From an optimization exercise on the open Yosys and OpenROAD flow, aimed at a short achievable clock period and few clock cycles; shortcuts taken in it are not production practice.
In this exercise RTL edits were held to simulation tests only and were not proved equivalent to the original.
The flow treats the clock pin as an ideal source. Dropping or thinning the clock tree relies on that and would not hold on a real chip.

## the previous run
==> flow/design.v (excerpt) <==
module acb_stream (
    input  wire        clk,
    input  wire        rst,
    input  wire        start,
    input  wire [1:0]  op,
    input  wire [15:0] arg0,
    input  wire [12:0] in_len,
    output reg         done,
    output reg  [12:0] out_len,
    output reg  [12:0] in_pos,
    output reg  [2:0]  err_code,
    output reg  [15:0] err_info,
    output wire [11:0] in_addr,
    input  wire [7:0]  in_rdata,
    output wire [11:0] out_raddr,
    input  wire [7:0]  out_rdata,
    output reg         out_we,
    output reg  [11:0] out_waddr,
    output reg  [7:0]  out_wdata
);
Size: roughly 2100 cells after synthesis, about 140 I/O pins, roughly 21000 um2 of cells after synthesis.
==> flow/config.mk <==
export PLATFORM = sky130hd
export DESIGN_NAME = acb_stream
export DESIGN_NICKNAME = acb_stream
export VERILOG_FILES = /design/flow/design.v
export SDC_FILE = /design/flow/constraint.sdc
export NUM_CORES = 4
export LEC_CHECK = 0
export CAP_MARGIN = 20
export CORE_MARGIN = 2
export CORE_UTILIZATION = 40
export SLEW_MARGIN = 20
==> flow/constraint.sdc <==
create_clock -name core_clock -period 10.0 [get_ports {clk}]
set_input_delay 2.0000 -clock core_clock [delete_from_list [all_inputs] [get_ports {clk}]]
set_output_delay 2.0000 -clock core_clock [all_outputs]
set_load 0.01 [all_outputs]
standard.sh (not shown) runs the stock make flow with config.mk's settings and CLKGATE_MAP_FILE= SYNTH_SCRIPT=/design/flow/synth_recipe.tcl, a recipe that flattens the netlist after the stock synthesis.
==> flow/flow/run.sh <==
#!/bin/bash
HERE=$(pwd)
bash standard.sh SETUP_SLACK_MARGIN=7.5 ABC_CLOCK_PERIOD_IN_PS=3000 CORE_UTILIZATION=65 PLACE_DENSITY=0.75 PRE_CTS_TCL=$HERE/flow/star_cts.tcl finish > flow_standard.log 2>&1
Other scripts of this flow, unchanged in this note and not shown: flow/flow/star_cts.tcl
Testbench counts of the previous run, summed over its fixed seeds: cycles 269,392.
Here is what was changed in the inputs of the current run compared with the previous run.
-- flow/design.v --
<<< the previous run, line 32
                     I_CAP  = 3'd4, I_ARG = 3'd5, I_OP = 3'd6;
    reg        st_r;        
    reg        bad_cmd;     
    reg [1:0]  op_r;
    reg [15:0] arg_r;
>>> the current run, line 32
                     I_CAP  = 3'd4, I_ARG = 3'd5, I_OP = 3'd6;
    reg        st_r;        
    reg [1:0]  op_r;
    reg [15:0] arg_r;
<<< the previous run, line 108
        zinc   = 1'b0;
        zclr   = 1'b0;
        if (bad_cmd) begin
            fin = 1'b1;
            if (m_mat) begin
                f_code = E_INVALIDARG; f_info = I_ARG;
            end else begin
                f_code = E_ILLEGAL; f_info = I_OP;
            end
        end else if (run) begin
>>> the current run, line 107
        zinc   = 1'b0;
        zclr   = 1'b0;
        if (st_r) begin
            if (op_r == 2'd3) begin
                fin = 1'b1; f_code = E_ILLEGAL; f_info = I_OP;
            end else if (op_r == 2'd2 && arg_r > 16'd4096) begin
                fin = 1'b1; f_code = E_INVALIDARG; f_info = I_ARG;
            end
        end else if (run) begin
<<< the previous run, line 213
    reg        r_dec;        
    assign out_raddr = ra;
    wire wv = m_mat ? p2_v : emit;    
    wire sfin = run & ~m_mat & remz & ~zf;
    wire busy = st_r | bad_cmd | run | p1_fin | p2_fin;
    wire go   = start & ~busy;
    reg [7:0] wd;
>>> the current run, line 211
    reg        r_dec;        
    assign out_raddr = ra;
    wire busy = st_r | run | p1_fin | p2_fin;
    wire go   = start & ~busy;
    reg [7:0] wd;
<<< the previous run, line 253
        if (rst) begin
            st_r   <= 1'b0;
            bad_cmd <= 1'b0;
            run    <= 1'b0;
            bad_r  <= 1'b0;
>>> the current run, line 249
        if (rst) begin
            st_r   <= 1'b0;
            run    <= 1'b0;
            bad_r  <= 1'b0;
<<< the previous run, line 276
                iv <= 1'b1;
                ia <= 12'd1;
            end else if (st_r || (run && !fin)) begin
                rv <= iv;
                iv <= ivn;
>>> the current run, line 271
                iv <= 1'b1;
                ia <= 12'd1;
            end else if (st_r || run) begin
                rv <= iv;
                iv <= ivn;
<<< the previous run, line 304
            if (fin && run)
                run <= 1'b0;
            bad_cmd <= 1'b0;
            if (st_r) begin
                if (op_r == 2'd3 || (op_r == 2'd2 && arg_r > 16'd4096))
                    bad_cmd <= 1'b1;
                else
                    run <= 1'b1;
            end
            p1_v   <= emit & m_mat;
            p1_fin <= fin & ~sfin;
            p2_v   <= p1_v && !bad_r;
            p2_fin <= p1_fin;
            out_we <= wv;
            done   <= sfin | p2_fin;
        end
    end
>>> the current run, line 299
            if (fin && run)
                run <= 1'b0;
            if (st_r && !fin)
                run <= 1'b1;
            p1_v   <= emit;
            p1_fin <= fin;
            p2_v   <= p1_v && !bad_r;
            p2_fin <= p1_fin;
            out_we <= p2_v;
            done   <= p2_fin;
        end
    end
<<< the previous run, line 415
            roomz  <= (arg_r[12:0] == 13'd0);
            arg_hi <= arg_r[15:13];
            r_dec  <= 1'b0;
            r_isel <= I_ZERO;
            zf     <= 1'b0;
            cact   <= 1'b0;
>>> the current run, line 405
            roomz  <= (arg_r[12:0] == 13'd0);
            arg_hi <= arg_r[15:13];
            zf     <= 1'b0;
            cact   <= 1'b0;
<<< the previous run, line 428
        p2_sel <= p1_sel;
        p2_b   <= p1_b;
        out_wdata <= m_mat ? wd : e_byte;
        if (p2_v) begin
            h1 <= wd;
>>> the current run, line 416
        p2_sel <= p1_sel;
        p2_b   <= p1_b;
        out_wdata <= wd;
        if (p2_v) begin
            h1 <= wd;
<<< the previous run, line 434
        end
        wc <= st_r ? 12'd0 : wc + {11'd0, p2_v};
        out_waddr <= m_mat ? wc : P[11:0];
        out_len  <= P - {12'd0, r_dec};
        in_pos   <= sfin ? hp : !r_pos ? 13'd0 : (m_mat && pf) ? hp - 13'd1 : hp;
        err_code <= sfin ? E_NONE : r_code;
        case (r_isel)
            I_HP:    err_info <= {3'd0, hp};
>>> the current run, line 422
        end
        wc <= st_r ? 12'd0 : wc + {11'd0, p2_v};
        out_waddr <= wc;
        out_len  <= P - {12'd0, r_dec};
        in_pos   <= !r_pos ? 13'd0 : (m_mat && pf) ? hp - 13'd1 : hp;
        err_code <= r_code;
        case (r_isel)
            I_HP:    err_info <= {3'd0, hp};
### Flow results
- Compared with the previous run, the current run shows a higher worst setup slack.
- The cell depth of the worst flop-to-flop path in the current run sits 1 above the value recorded for the previous run.
- Measured against each other, the previous run and the current run differ in count of vias placed by the detailed router, the higher figure coming from the previous run.
- Status: register area parity (the current run, the previous run)
- The lower critical path depth of the previous run and the current run is in the current run.
- For synthesized cell count, the current run and the previous run come out practically identical.
- The current run vs the previous run — final period utilization dropped 0.99 points.
- The number of standard cells in the final layout excluding fillers of the current run is lower than that of the previous run.
- Routed wire in the current run totals less than in the previous run.
- The current run ends up with lower required time of the critical path than the previous run does.
- Global-route wire length before repair in the current run is 2.0 mm lower than in the previous run
- Going from the previous run to the current run, total non-filler cell area in the finished layout down 3.1%, post-route minimum period down 99 ps.
Testbench counts of the current run, summed over its fixed seeds: cycles 269,648.
No run of this note takes its clock network from TritonCTS; it comes from the design's own scripts or RTL.

[static timing again, ports no longer ideal]
No port has a modelled driver above. Below, the same layouts with a new extraction and two added sets of constraints. Step 1 assumes that a clkbuf_16 drives the clock port and a buf_2 every other input. Step 2 adds t to the input delays and takes it off the output delays; t is the mean of the earliest and latest rising clock arrival at the registers after step 1. Input paths then give back, and output paths get back, about the clock's delay inside the block. Slacks: ideal / step 1 / step 2; pairs: ideal / step 1.
run	t, ns	setup WS [ns]	worst hold slack (ns)	latest minus earliest clock arrival (ns)	cell pins on the clock port's net
the previous run	0.453	7.239 / 7.037 / 6.988	0.323 / 0.324 / 0.324	0.115 / 0.116	4
the current run	0.457	7.338 / 7.083 / 7.135	0.327 / 0.328 / 0.328	0.064 / 0.063	4
After both steps every run listed still meets setup and hold. The setup slack of the previous run, which loses most, moves by -0.202 ns with the drivers and by -0.251 ns with both steps.
